This is an optimization exercise on Yosys and OpenROAD, whose aim is small area, a short achievable clock period and few clock cycles, not a production implementation. Function was checked by simulation only, so behaviour that the tests miss may differ from the original. Power figures rest on the tool's default switching activity, not on a simulated workload.

==> flow/design.v <==
module pdk_engine (
    input  wire        clk,
    input  wire        rst,
    output wire [9:0]  imem_addr,
    input  wire [15:0] imem_rdata,
    output reg         io_we,
    output reg  [3:0]  io_waddr,
    output wire [7:0]  io_wdata,
    output reg         halted,
    output reg  [2:0]  fault_code,
    output reg         fault_write,
    output wire [15:0] fault_info,
    output wire [15:0] pc_o,
    output wire [15:0] acc_o,
    output wire [7:0]  sp_o,
    output wire [7:0]  flags_o,
    output wire [31:0] cycles_o
);
    localparam F_INSN  = 3'd1;
    localparam F_DATA  = 3'd2;
    localparam F_IO    = 3'd3;
    localparam F_OPC   = 3'd5;
    localparam F_STACK = 3'd6;
    reg [15:0]  pc;       
    reg [15:0]  ir;       
    reg         irv;      
    reg         irk;      
    reg         uop2;     
    reg [9:0]   fa;       
    reg         rv;       
    reg [15:0]  acc;
    reg [31:0]  ticks;
    reg [5:0]   ra;       
    reg         rst_q;    
    reg [511:0] dm;       
    reg [127:0] io;       
    reg d_ill, d_dbad, d_iobad, d_sfault;
    reg d_outok;          
    wire [7:0] sp    = io[23:16];
    wire [7:0] spm1  = sp - 8'd1;
    wire sp_push_bad = (sp >= 8'd63);
    wire sp_pop_bad  = (sp == 8'd0) || (sp >= 8'd65);
    wire sp_call_bad = (sp >= 8'd62);
    wire sp_ret_bad  = (sp < 8'd2) || (sp >= 8'd65);
    wire [7:0] flags = io[7:0];
    assign imem_addr  = fa;
    assign pc_o       = pc;
    assign acc_o      = acc;
    assign sp_o       = sp;
    assign flags_o    = flags;
    assign cycles_o   = ticks;
    assign fault_info = ir;
    assign io_wdata   = acc[7:0];
    wire [15:0] w    = imem_rdata;
    wire [3:0]  wop  = w[15:12];
    wire        whi0 = (w[11:8] == 4'd0);
    wire        wlo0 = (w[7:0] == 8'd0);
    wire        w_lda = (wop == 4'h3);
    wire        w_legal = (wop <= 4'h5) && whi0 && (wop != 4'h0 || wlo0) ||
                          (wop == 4'h8) || (wop == 4'h9) ||
                          (wop >= 4'h6 && wop <= 4'hC) && whi0 && wlo0;
    wire        w_dbad  = (wop == 4'h2 || wop == 4'h3) && whi0 && (w[7:6] != 2'd0);
    wire        w_iobad = (wop == 4'h4 || wop == 4'h5) && whi0 && (w[7:4] != 4'd0);
    wire [3:0] op = ir[15:12];
    wire [7:0] a  = ir[7:0];
    wire is_ldi  = (op == 4'h1);
    wire is_sta  = (op == 4'h2);
    wire is_lda  = (op == 4'h3);
    wire is_out  = (op == 4'h4);
    wire is_in   = (op == 4'h5);
    wire is_push = (op == 4'h6);
    wire is_pop  = (op == 4'h7);
    wire is_jmp  = (op == 4'h8);
    wire is_call = (op == 4'h9);
    wire is_ret  = (op == 4'hA);
    wire is_dec  = (op == 4'hB);
    wire is_skz  = (op == 4'hC);
    wire f_insn  = (pc[15:10] != 6'd0);
    wire f_stack = (is_push && sp_push_bad) || (is_pop && sp_pop_bad) ||
                   (is_call && sp_call_bad) || (is_ret && sp_ret_bad);
    wire fault   = f_insn | d_sfault | f_stack;
    wire ex    = irv && !halted;
    wire exk   = ex && irk;                   
    wire ex2   = ex && !irk && uop2;          
    wire ex1   = ex && !irk && !uop2;         
    wire go1   = ex1 && !fault;               
    wire accz  = (acc == 16'd0);
    wire skip  = ex1 && is_skz && accz;
    wire [15:0] next  = pc + 16'd1;
    wire [7:0]  dm_rdata = dm[8*ra +: 8];
    wire        dm_we    = ex1 && (is_sta || is_push || is_call) || ex2 && is_call;
    wire [5:0]  dm_waddr = is_sta ? a[5:0] : sp[5:0];
    wire [7:0]  dm_wdata = is_call ? (uop2 ? next[15:8] : next[7:0]) : acc[7:0];
    wire [7:0]  dm_wd    = rst_q ? 8'd0 : dm_wdata;
    wire [7:0]  io_rdata = io[8*a[3:0] +: 8];
    wire        io_wr    = ex1 && d_outok && !f_insn;
    wire        sp_wr    = io_wr && a[3:0] == 4'd2;
    wire        sp_inc   = go1 && (is_push || is_call) || ex2 && is_call;
    wire        sp_dec   = go1 && (is_pop || is_ret) || ex2 && is_ret;
    wire        sp_wr_x  = ex1 && is_out && a[3:0] == 4'd2;
    wire        sp_inc_x = ex1 && (is_push || is_call) || ex2 && is_call;
    wire        sp_dec_x = ex1 && (is_pop || is_ret) || ex2 && is_ret;
    wire done  = exk || ex1 && !(is_jmp || is_call || is_ret) || ex2 && !is_ret;
    wire load  = !halted && (!irv || done);
    wire redir = load && rv && !skip && (wop == 4'h8 || wop == 4'h9);
    genvar g;
    generate
        for (g = 0; g < 64; g = g + 1) begin : g_dm
            always @(posedge clk)
                if (rst_q || (dm_we && dm_waddr == g))
                    dm[8*g +: 8] <= dm_wd;
        end
        for (g = 0; g < 16; g = g + 1) begin : g_io
            if (g == 2) begin : g_sp
                always @(posedge clk)
                    if (rst_q)
                        io[8*g +: 8] <= 8'd0;
                    else if (sp_wr)
                        io[8*g +: 8] <= acc[7:0];
                    else if (sp_inc)
                        io[8*g +: 8] <= sp + 8'd1;
                    else if (sp_dec)
                        io[8*g +: 8] <= spm1;
            end else begin : g_b
                always @(posedge clk)
                    if (rst_q || (io_wr && a[3:0] == g))
                        io[8*g +: 8] <= rst_q ? 8'd0 : acc[7:0];
            end
        end
    endgenerate
    always @(posedge clk) begin
        rst_q    <= rst;
        io_waddr <= a[3:0];
        if (rst) begin
            pc          <= 16'd0;
            irv         <= 1'b0;
            irk         <= 1'b0;
            uop2        <= 1'b0;
            fa          <= 10'd0;
            rv          <= 1'b0;
            acc         <= 16'd0;
            ticks       <= 32'd0;
            ra          <= 6'h3F;
            halted      <= 1'b0;
            io_we       <= 1'b0;
            fault_code  <= 3'd0;
            fault_write <= 1'b0;
        end else begin
            io_we <= io_wr;
            if (ex)
                ticks <= ticks + 32'd1;
            if (ex1 && fault) begin
                halted      <= 1'b1;
                fault_code  <= f_insn   ? F_INSN :
                               d_ill    ? F_OPC :
                               d_dbad   ? F_DATA :
                               d_iobad  ? F_IO : F_STACK;
                fault_write <= !f_insn && d_dbad && is_sta;
            end
            if (load ? w_lda : is_lda)
                ra <= load ? w[5:0] : a[5:0];
            else if (sp_wr_x)
                ra <= acc[5:0] - 6'd1;
            else if (sp_inc_x)
                ra <= sp[5:0];
            else if (sp_dec_x)
                ra <= spm1[5:0] - 6'd1;
            else
                ra <= spm1[5:0];
            if (exk || go1 && !(is_jmp || is_call || is_ret))
                pc <= next;
            else if (go1 && is_ret)
                pc[15:8] <= dm_rdata;
            else if (ex2 && is_ret)
                pc[7:0] <= dm_rdata;
            else if (ex2)
                pc <= {4'd0, ir[11:0]};
            if (go1) begin
                if (is_ldi)
                    acc <= {8'd0, a};
                if (is_lda || is_pop)
                    acc <= {8'd0, dm_rdata};
                if (is_in)
                    acc <= {8'd0, io_rdata};
                if (is_dec)
                    acc <= acc - 16'd1;
            end
            if (ex1 && (is_jmp || is_call || is_ret))
                uop2 <= 1'b1;
            else if (ex2)
                uop2 <= 1'b0;
            if (load) begin
                irv <= rv;
                irk <= skip;
            end else if (ex2 && is_ret) begin
                irv <= 1'b0;
            end
            if (ex2 && is_ret) begin
                fa <= {pc[9:8], dm_rdata};
                rv <= 1'b0;
            end else if (redir) begin
                fa <= w[9:0];
                rv <= 1'b0;
            end else begin
                fa <= fa + 10'd1;
                rv <= 1'b1;
            end
        end
    end
    always @(posedge clk) begin
        if (!rst && ex1 && fault) begin
            ir <= f_insn  ? pc :
                  d_ill   ? ir :
                  d_dbad || d_iobad ? {8'd0, a} : {8'd0, sp};
        end else if (!rst && load) begin
            ir       <= w;
            d_ill    <= !w_legal;
            d_dbad   <= w_dbad;
            d_iobad  <= w_iobad;
            d_sfault <= !w_legal || w_dbad || w_iobad;
            d_outok  <= (wop == 4'h4) && whi0 && (w[7:4] == 4'd0);
        end
    end
endmodule
==> flow/config.mk <==
export PLATFORM = sky130hd
export DESIGN_NAME = pdk_engine
export DESIGN_NICKNAME = pdk_engine
export VERILOG_FILES = /design/flow/design.v
export SDC_FILE = /design/flow/constraint.sdc
export NUM_CORES = 4
export LEC_CHECK = 0
export CAP_MARGIN = 20
export CORE_MARGIN = 2
export CORE_UTILIZATION = 55
export CTS_CLUSTER_DIAMETER = 100
export CTS_CLUSTER_SIZE = 24
export PLACE_DENSITY = 0.7
export SETUP_SLACK_MARGIN = 4.9
export SLEW_MARGIN = 20
==> flow/constraint.sdc <==
create_clock -name core_clock -period 8.0 [get_ports {clk}]
set_input_delay 1.6000 -clock core_clock [delete_from_list [all_inputs] [get_ports {clk}]]
set_output_delay 1.6000 -clock core_clock [all_outputs]
set_load 0.01 [all_outputs]
standard.sh (not shown) runs the stock make flow with config.mk's settings and CLKGATE_MAP_FILE= SYNTH_SCRIPT=/design/flow/synth_recipe.tcl, a recipe that flattens the netlist after the stock synthesis.
==> flow/flow/run.sh <==
#!/bin/bash
# The standard layout (the standard.sh, all ORFS steps unchanged), except
# that the port buffers ORFS puts on every input and output are buf_4 cells
# rather than the library's smallest buffer, which is a slow delay cell.
# make's full output goes to standard.log here; ORFS's own per-step logs are
# under orfs/logs/.
set -euo pipefail
export BUFFER_PORTS_ARGS="-buffer_cell sky130_fd_sc_hd__buf_4"
bash standard.sh > standard.log 2>&1
The starting point completed without violations.
Testbench counts at the start, summed over its fixed seeds: cycles 43,778.
==> next run, changes <==
--- a/flow/design.v
+++ b/flow/design.v
@@ -32,13 +32,12 @@
     reg [31:0]  ticks;
     reg [5:0]   ra;       
     reg         rst_q;    
     reg [511:0] dm;       
     reg [127:0] io;       
     reg d_ill, d_dbad, d_iobad, d_sfault;
-    reg d_outok;          
     wire [7:0] sp    = io[23:16];
     wire [7:0] spm1  = sp - 8'd1;
     wire sp_push_bad = (sp >= 8'd63);
     wire sp_pop_bad  = (sp == 8'd0) || (sp >= 8'd65);
     wire sp_call_bad = (sp >= 8'd62);
     wire sp_ret_bad  = (sp < 8'd2) || (sp >= 8'd65);
@@ -82,28 +81,25 @@
     wire ex    = irv && !halted;
     wire exk   = ex && irk;                   
     wire ex2   = ex && !irk && uop2;          
     wire ex1   = ex && !irk && !uop2;         
     wire go1   = ex1 && !fault;               
     wire accz  = (acc == 16'd0);
-    wire skip  = ex1 && is_skz && accz;
+    wire skip  = go1 && is_skz && accz;
     wire [15:0] next  = pc + 16'd1;
     wire [7:0]  dm_rdata = dm[8*ra +: 8];
     wire        dm_we    = ex1 && (is_sta || is_push || is_call) || ex2 && is_call;
     wire [5:0]  dm_waddr = is_sta ? a[5:0] : sp[5:0];
     wire [7:0]  dm_wdata = is_call ? (uop2 ? next[15:8] : next[7:0]) : acc[7:0];
     wire [7:0]  dm_wd    = rst_q ? 8'd0 : dm_wdata;
     wire [7:0]  io_rdata = io[8*a[3:0] +: 8];
-    wire        io_wr    = ex1 && d_outok && !f_insn;
+    wire        io_wr    = go1 && is_out;
     wire        sp_wr    = io_wr && a[3:0] == 4'd2;
     wire        sp_inc   = go1 && (is_push || is_call) || ex2 && is_call;
     wire        sp_dec   = go1 && (is_pop || is_ret) || ex2 && is_ret;
-    wire        sp_wr_x  = ex1 && is_out && a[3:0] == 4'd2;
-    wire        sp_inc_x = ex1 && (is_push || is_call) || ex2 && is_call;
-    wire        sp_dec_x = ex1 && (is_pop || is_ret) || ex2 && is_ret;
-    wire done  = exk || ex1 && !(is_jmp || is_call || is_ret) || ex2 && !is_ret;
+    wire done  = exk || go1 && !(is_jmp || is_call || is_ret) || ex2 && !is_ret;
     wire load  = !halted && (!irv || done);
     wire redir = load && rv && !skip && (wop == 4'h8 || wop == 4'h9);
     genvar g;
     generate
         for (g = 0; g < 64; g = g + 1) begin : g_dm
             always @(posedge clk)
@@ -156,17 +152,17 @@
                                d_dbad   ? F_DATA :
                                d_iobad  ? F_IO : F_STACK;
                 fault_write <= !f_insn && d_dbad && is_sta;
             end
             if (load ? w_lda : is_lda)
                 ra <= load ? w[5:0] : a[5:0];
-            else if (sp_wr_x)
+            else if (sp_wr)
                 ra <= acc[5:0] - 6'd1;
-            else if (sp_inc_x)
+            else if (sp_inc)
                 ra <= sp[5:0];
-            else if (sp_dec_x)
+            else if (sp_dec)
                 ra <= spm1[5:0] - 6'd1;
             else
                 ra <= spm1[5:0];
             if (exk || go1 && !(is_jmp || is_call || is_ret))
                 pc <= next;
             else if (go1 && is_ret)
@@ -182,13 +178,13 @@
                     acc <= {8'd0, dm_rdata};
                 if (is_in)
                     acc <= {8'd0, io_rdata};
                 if (is_dec)
                     acc <= acc - 16'd1;
             end
-            if (ex1 && (is_jmp || is_call || is_ret))
+            if (go1 && (is_jmp || is_call || is_ret))
                 uop2 <= 1'b1;
             else if (ex2)
                 uop2 <= 1'b0;
             if (load) begin
                 irv <= rv;
                 irk <= skip;
@@ -215,10 +211,9 @@
         end else if (!rst && load) begin
             ir       <= w;
             d_ill    <= !w_legal;
             d_dbad   <= w_dbad;
             d_iobad  <= w_iobad;
             d_sfault <= !w_legal || w_dbad || w_iobad;
-            d_outok  <= (wop == 4'h4) && whi0 && (w[7:4] == 4'd0);
         end
     end
 endmodule
The changed run went through all stages and came out clean.
Core utilization is lower by 0.27 points.
Power is lower by 0.93%.
Cell count is lower by 1.3%.
Sequential power hardly moves.
Non-clock buffer count is higher by 10.
Synthesized cell count is lower by about 2%.
Clock-buffer cell count is lower by 8.
First-iteration DRC count is lower by 12%.
Sequential share of layout area is higher by 0.17 points.
Cell area is lower by about 0.43%.
Maximum frequency is lower by about 0.9%.
Worst setup slack loses 28 ps.
Testbench counts after the change, summed over its fixed seeds: cycles 43,778.

## re-timing with driven ports
In the flow no input, the clock included, has a driving cell. The finished layouts below were timed again as built, in two steps. Step 1 (the two cells are an assumption about what drives the block):
set clk [get_ports {clk}]
set_driving_cell -lib_cell sky130_fd_sc_hd__clkbuf_16 $clk
set_driving_cell -lib_cell sky130_fd_sc_hd__buf_2 [delete_from_list [all_inputs] $clk]
Step 2 times the ports against the registers' clock, not the clock port: input delays grow and output delays shrink by t, the midpoint of the rising clock arrivals with the driver on. Three values: ideal, step 1, step 2; two values: the first two.
| run | shift t [ns] | setup WS [ns] | worst setup path after step 2 | worst slew at a driven data input, ns | cell pins on the clock port's net |
|---|---|---|---|---|---|
| the first run | 0.657 | 4.889 / 4.828 / 4.490 | input to register | 0.05 | 1 |
| the second run | 0.667 | 4.862 / 4.814 / 4.554 | input to register | 0.04 | 1 |
After both steps every run listed still meets setup and hold. For the first run, which loses most, drivers alone change the setup slack by -0.061 ns; drivers and shift together by -0.399 ns.
